This design comes from an exercise in tuning for small area on the open sky130 flow, not from production work. Only simulation tests tie the RTL to the original design; equivalence was not proved. Power figures rest on the tool's default switching activity, not on a simulated workload.

`flow/constraint.sdc`:
```
create_clock -name core_clock -period 10.0 [get_ports {clk}]
set_input_delay 2.0000 -clock core_clock [delete_from_list [all_inputs] [get_ports {clk}]]
set_output_delay 2.0000 -clock core_clock [all_outputs]
set_load 0.01 [all_outputs]
```
`flow/run.sh`:
```
#!/bin/bash
# synth_recipe.tcl (not shown) runs the flow's synth.tcl, then flattens the netlist and writes it again
# the make line also repeats each setting of config.mk as NAME=value (left out here)
make -C /OpenROAD-flow-scripts/flow DESIGN_CONFIG=/design/flow/config.mk WORK_HOME=/design/flow/orfs CLKGATE_MAP_FILE= SYNTH_SCRIPT=/design/flow/synth_recipe.tcl finish
```
`flow/config.mk`:
```
export PLATFORM = sky130hd
export DESIGN_NAME = remimo_core
export DESIGN_NICKNAME = remimo_core
export VERILOG_FILES = /design/flow/design.v
export SDC_FILE = /design/flow/constraint.sdc
export NUM_CORES = 4
export LEC_CHECK = 0
export CAP_MARGIN = 20
export CORE_MARGIN = 2
export CORE_UTILIZATION = 40
export SLEW_MARGIN = 20
```
`flow/design.v`:
```
module remimo_core (
    input  wire        clk,
    input  wire        rst,         
    output wire        mem_req,
    output wire        mem_we,
    output wire [15:0] mem_addr,
    output wire [15:0] mem_wdata,
    input  wire        mem_ready,
    input  wire [15:0] mem_rdata,
    output wire        halted,
    output wire [1:0]  cause,       
    output wire [15:0] pc,
    output wire [15:0] r0,
    output wire [15:0] r1,
    output wire [15:0] r2,
    output wire [15:0] r3,
    output wire [3:0]  flags        
);
    localparam S_FETCH = 2'd0;
    localparam S_EXEC  = 2'd1;
    localparam S_MEM   = 2'd2;
    localparam S_HALT  = 2'd3;
    localparam CAUSE_PC  = 2'd1;
    localparam CAUSE_OP  = 2'd2;
    localparam CAUSE_EA  = 2'd3;
    reg [1:0]  state;
    reg [1:0]  cause_q;
    reg [15:0] pc_q;
    reg [15:0] ir;
    reg [15:0] ea;
    reg [15:0] x0, x1, x2, x3;
    reg        fc, fn, fv, fz;
    wire [3:0] op       = ir[15:12];
    wire [1:0] rd       = ir[11:10];
    wire [1:0] rs       = ir[9:8];
    wire       imm_form = (rd == rs);
    reg [15:0] xd, xs;
    always @(*) begin
        case (rd)
            2'd0: xd = x0;
            2'd1: xd = x1;
            2'd2: xd = x2;
            default: xd = x3;
        endcase
        case (rs)
            2'd0: xs = x0;
            2'd1: xs = x1;
            2'd2: xs = x2;
            default: xs = x3;
        endcase
    end
    wire [15:0] pc_inc = pc_q + 16'd1;
    wire [15:0] alu_a   = xd;
    wire [15:0] alu_b   = imm_form ? {9'd0, ir[6:0]} : xs;
    wire        alu_cin = ~imm_form & ir[5] & fc;       
    wire        alu_fo  = ~imm_form & ir[4];
    wire        alu_s   = ir[7];
    wire [16:0] sum17 = {1'b0, alu_a} + {1'b0, alu_b} + {16'd0, alu_cin};
    wire [16:0] dif17 = {1'b0, alu_a} - {1'b0, alu_b} - {16'd0, alu_cin};
    reg [15:0] alu_res;
    reg        alu_c, alu_v;
    always @(*) begin
        case (op[1:0])
            2'd0: begin alu_res = alu_a & alu_b; alu_c = 1'b0; alu_v = 1'b0; end
            2'd1: begin alu_res = alu_a | alu_b; alu_c = 1'b0; alu_v = 1'b0; end
            2'd2: begin
                alu_res = sum17[15:0];
                alu_c   = sum17[16];
                alu_v   = (alu_a[15] == alu_b[15]) && (alu_a[15] != sum17[15]);
            end
            default: begin
                alu_res = dif17[15:0];
                alu_c   = dif17[16];
                alu_v   = (alu_a[15] != alu_b[15]) && (alu_a[15] == dif17[15]);
            end
        endcase
    end
    wire [3:0] sh_amt  = ir[3:0];
    wire       sh_neg  = ir[7];
    wire       sh_dir  = ir[6];
    wire       sh_kind = ir[5];
    reg [15:0] sh_val;
    always @(*) begin
        if (sh_amt == 4'd0)
            sh_val = xs;
        else if (!sh_dir)
            sh_val = xs << sh_amt;
        else if (!sh_kind)
            sh_val = xs >> sh_amt;
        else
            sh_val = $unsigned($signed(xs) >>> sh_amt);
        if (sh_neg)
            sh_val = ~sh_val;
    end
    wire [15:0] movi_raw = ir[8] ? {ir[7:0], 8'd0} : {8'd0, ir[7:0]};
    wire [15:0] movi_val = ir[9] ? ~movi_raw : movi_raw;
    reg taken;
    always @(*) begin
        case (ir[11:8])
            4'd0:  taken = fz;
            4'd1:  taken = ~fz;
            4'd2:  taken = fc;
            4'd3:  taken = ~fc;
            4'd4:  taken = fn;
            4'd5:  taken = ~fn;
            4'd6:  taken = fv;
            4'd7:  taken = ~fv;
            4'd8:  taken = fc & ~fz;
            4'd9:  taken = ~fc | fz;
            4'd10: taken = (fn == fv);
            4'd11: taken = (fn != fv);
            4'd12: taken = ~fz & (fn == fv);
            4'd13: taken = fz | (fn != fv);
            4'd14: taken = 1'b0;
            default: taken = 1'b1;
        endcase
    end
    wire [15:0] br_target = pc_inc + {{8{ir[7]}}, ir[7:0]};
    wire [16:0] ea17 = {1'b0, xs} + {9'd0, ir[7:0]};
    assign mem_req   = ((state == S_FETCH) && !pc_q[15]) || (state == S_MEM);
    assign mem_we    = (state == S_MEM) && (op == 4'd5);
    assign mem_addr  = (state == S_MEM) ? ea : pc_q;
    assign mem_wdata = xd;
    reg        wr_en;
    reg [15:0] wr_val;
    always @(*) begin
        wr_en  = 1'b0;
        wr_val = 16'd0;
        if (state == S_EXEC) begin
            case (op)
                4'd0, 4'd1, 4'd2, 4'd3: begin wr_en = ~alu_fo; wr_val = alu_res; end
                4'd6: begin wr_en = 1'b1; wr_val = sh_val; end
                4'd7: begin wr_en = 1'b1; wr_val = movi_val; end
                default: ;
            endcase
        end else if (state == S_MEM) begin
            wr_en  = mem_ready && (op == 4'd4);
            wr_val = mem_rdata;
        end
    end
    always @(posedge clk) begin
        if (rst) begin
            x0 <= 16'd0;
            x1 <= 16'd0;
            x2 <= 16'd0;
            x3 <= 16'd0;
        end else if (wr_en) begin
            case (rd)
                2'd0: x0 <= wr_val;
                2'd1: x1 <= wr_val;
                2'd2: x2 <= wr_val;
                default: x3 <= wr_val;
            endcase
        end
    end
    always @(posedge clk) begin
        if (rst) begin
            state   <= S_FETCH;
            cause_q <= 2'd0;
            pc_q    <= 16'd0;
            ir      <= 16'd0;
            ea      <= 16'd0;
            fc      <= 1'b0;
            fn      <= 1'b0;
            fv      <= 1'b0;
            fz      <= 1'b0;
        end else begin
            case (state)
                S_FETCH: begin
                    if (pc_q[15]) begin
                        state   <= S_HALT;
                        cause_q <= CAUSE_PC;
                    end else if (mem_ready) begin
                        ir    <= mem_rdata;
                        state <= S_EXEC;
                    end
                end
                S_EXEC: begin
                    if (op > 4'd9) begin
                        state   <= S_HALT;
                        cause_q <= CAUSE_OP;
                    end else begin
                        case (op)
                            4'd0, 4'd1, 4'd2, 4'd3: begin
                                if (alu_s) begin
                                    fc <= alu_c;
                                    fn <= alu_res[15];
                                    fv <= alu_v;
                                    fz <= (alu_res == 16'd0);
                                end
                                pc_q  <= pc_inc;
                                state <= S_FETCH;
                            end
                            4'd4, 4'd5: begin
                                if (ea17[16]) begin
                                    state   <= S_HALT;
                                    cause_q <= CAUSE_EA;
                                end else begin
                                    ea    <= ea17[15:0];
                                    state <= S_MEM;
                                end
                            end
                            4'd8: begin
                                pc_q  <= {4'd0, ir[11:0]};
                                state <= S_FETCH;
                            end
                            4'd9: begin
                                pc_q  <= taken ? br_target : pc_inc;
                                state <= S_FETCH;
                            end
                            default: begin    
                                pc_q  <= pc_inc;
                                state <= S_FETCH;
                            end
                        endcase
                    end
                end
                S_MEM: begin
                    if (mem_ready) begin
                        pc_q  <= pc_inc;
                        state <= S_FETCH;
                    end
                end
                default: ;    
            endcase
        end
    end
    assign halted = (state == S_HALT);
    assign cause  = cause_q;
    assign pc     = pc_q;
    assign r0     = x0;
    assign r1     = x1;
    assign r2     = x2;
    assign r3     = x3;
    assign flags  = {fc, fn, fv, fz};
endmodule
```
==> results.txt <==
Post-route DRC: 0
area delta synth->final: 17.6%
Peak Freq: 0.181 GHz
WL per Instance: 23.8 um
grt total ovfl: 0
DRT antenna net count: 0
post-synthesis sequential area ratio: 19.0%
status: timing/DRC/antenna clean
initial antenna violation count: 1
DRT iter0 DRCs: 1396
worst endpoint data arrival time: 5.86 ns
syn nets: 1749
Tightest Pin Transition: 1.01 ns
P_leak: 0.00562 uW
fin crit share: 55.2%
Syn Area/Cell: 7.75 sq um
Inserted Clock Buffers: 17
n_diodes: 0
most instantiated library cell after synthesis: nor2_1
post-synth top area share: 19.0%
gpl congestion: 0.961
most frequent CP cell: a211oi_1
launch point of the worst reg-to-reg path: ir[9]
Slowest Stage Delay on Critical Path: 0.79 ns
Core Rows: 65
final hold slack: 0.497 ns
crit path launch: ir[9]
r2r endpoint: x3[15]
Commonest cells post-synth: nor2_1, nand2_1, dfxtp_1
Reg2Reg Depth: 14
IO Port Bufs: 139
clock buffer depth: 2
critical path endpoint category: flip-flop
synthesized area: 0.0127 sq mm
largest net degree at the start of global routing: 89
Reg clk slew, reported paths: 0.07 ns
share of layout cells above drive strength 1: 10.1%
Syn Inst Count: 1635
RSZ-0062 raised after global routing: no
DP HPWL: 36.4 mm
I/O pin total: 140
Synth area leaders: dfxtp_1, mux4_2, ha_1, nor2_1, nand2_1
buffer count from post-CTS setup fixing: 0
die area: 0.0331 sq mm
worst vdd rail ir drop: 0.134 mV
Final Max Tran Viols: 0
CTS tree: done
Setup WS post-layout: 4.48 ns
Die X: 182 um
Worst Setup Start Kind: flip-flop
worst path cell trace: buf_4, mux4_2, a21o_1, fa_1, inv_1, ha_1, a2111o_1, a311oi_2, o211ai_1, o21a_1, xnor2_1, a211oi_1, a22oi_2, a211oi_1
Yosys cell types: 82
Data required, critical path: 10.34 ns
Gates resized, CTS repair: 0
post-synthesis register bit count: 120
dpl ws: 4.53 ns
Pre-antenna DRT Iters: 6
clock sink count: 120
Post-synth EDFFs: 0
Fin Clk Skew: 0.0204 ns
max_cap viols: 0
r2r setup slk: 4.48 ns
cts hold-fix bufs: 0
Hold Crit Class: reg -> reg
initial core utilization: 40.3%
Core ar.: 0.0314 sq mm
Setup CP Type: reg -> reg
final hold viol count: 0
final wirelength: 50.3 mm
PwrDens: 184 mW/mm^2
crit path max-delay cell type: a211oi_1
vias: 13300
first-pass GRT wire length: 75.7 mm
largest area contributor in the netlist: dfxtp_1
Via density: 6.28
Synth Warn #: 1
post-layout min period: 5.52 ns
final core occ: 47.4%
vias in the first global route: 12200
Worst slew margin: 32.5%
Setup-failing EPs final: 0
H-tree depth: 4
critical path endpoint: x3[15]
DIE HEIGHT: 182 um
gr usage total: 29.8%
fin nets: 1815
root buf cell: clkbuf_16
ys async rst share: 0%
ys flop type: dfxtp_1
later-pin clock latency in the skew report: 0.44 ns
crit path max fanout: 34
setup TNS: 0 ns
[per-layer routing]
| metal | vias up | GRT usage, % | share of wire, % |
|---|---|---|---|
| met5 | - | 0 | 0.026 |
| met4 | 2 | 12.8 | 4.2 |
| met3 | 130 | 6.04 | 10 |
| met2 | 803 | 45.2 | 44 |
| met1 | 6314 | 41.2 | 42 |
| li1 | 6050 | - | - |
[power breakdown]
part / leakage, uW / switching, uW / internal (uW)
logic: 0.00435 / 869 / 605
registers: 0.000975 / 74.0 / 522
clock network: 0.000292 / 297 / 378
total: 0.00562 / 1240 / 1510
[worst max-delay path, delay by kind of cell (launching register included)]
family                   cells  cell delay, ns
AO/OA/AOI/OAI                8            2.72
XOR/XNOR                     1            0.15
adder cells (fa/ha/maj)      2            0.67
buffers and inverters        2            0.61
flip-flops                   1            0.53
multiplexers                 1            0.71
[metrics by stage]
stage | area [sq um] | power, uW | instances
6_report | 14900 | 2750 | 2116
5_1_grt | 14900 | 2880 | 2116
4_1_cts | 14900 | 2720 | 2116
3_5_place_dp | 14300 | 2040 | 2084
3_3_place_gp | 14300 | 2040 | 2084
2_1_floorplan | 12700 | 1580 | 1635
[registers in the layout, indices dropped and copies added (netlist names)]
signal   cells
fz           1
fn           1
x2          16
x0          16
cause_q      2
fv           1
state        2
ea          16
fc           1
x3          16
ir          16
x1          16
pc_q        16
[final cells by class]
class / count / area [sq um]
clock inverter: 15 / 181
fill: 3130 / 16500
sequential: 120 / 2410
clock buffer: 17 / 425
multi-input combinational: 1303 / 9440
timing repair buffer: 165 / 1580
tap: 402 / 503
inverter: 94 / 353
[placed cells by master (no fill, tap or decap), drive strengths merged, types with 11 or more instances in the layout]
cell,count
clkbuf,17
ha,89
a211o,11
buf,27
o211ai,20
mux2i,38
xor2,37
nor3,47
inv,97
a21o,23
o21a,14
xnor2,54
and2,18
a211oi,65
nand2,161
and3,11
nand3,38
mux4,50
mux2,34
nor2,200
dfxtp,120
o22ai,23
a21oi,102
nor2b,18
clkdlybuf4s50,138
a31oi,15
o21ai,75
[worst min path at each step]
stage	startpoint	to	slack (ns)	cells after the start
floorplan	ea[1]	ea[1]	0.45	2
global placement	ea[6]	ea[6]	0.47	2
detailed placement	ea[8]	ea[8]	0.48	2
CTS	ea[8]	ea[8]	0.50	2
global route	ea[8]	ea[8]	0.53	2
finish	ea[8]	ea[8]	0.50	2
[kinds of logic (layout without fill, tap and decap cells)]
kind of cell               count (synthesis)  count (layout)  share of synthesized area (%)
buffers and inverters                    212             291                           6.63
and+or+nand+nor                          541             541                           19.0
adders and majority gates                 96              96                           9.82
xor gates and xnor gates                  91              91                           6.29
DFF                                      120             120                           19.0
AOI/OAI and AO/OA                        453             453                           24.4
muxes                                    122             122                           14.9

==> port drivers added, routing unchanged <==
Ports are ideal in the flow. The routed layout listed here was re-timed in OpenROAD.
Step 1 assumes that a clkbuf_16 drives the clock port and a buf_2 every other input.
Step 2, shift: input delay + t, output delay - t, t = (earliest + latest rising clock arrival at the registers) / 2. This alone moves slack from input paths to output paths.
Slacks: ideal ports / drivers / drivers and shift; pairs: ideal ports / drivers.
shift t [ns]: 0.481
slack for setup (ns): 4.476 / 4.476 / 4.476
latest minus earliest clock arrival (ns): 0.020 / 0.021
slew at the worst register clock pin (ns): 0.08 / 0.08
After both steps setup and hold are still met in this run. For this run, drivers alone change the setup slack by 0.000 ns; drivers and shift together by 0.000 ns.
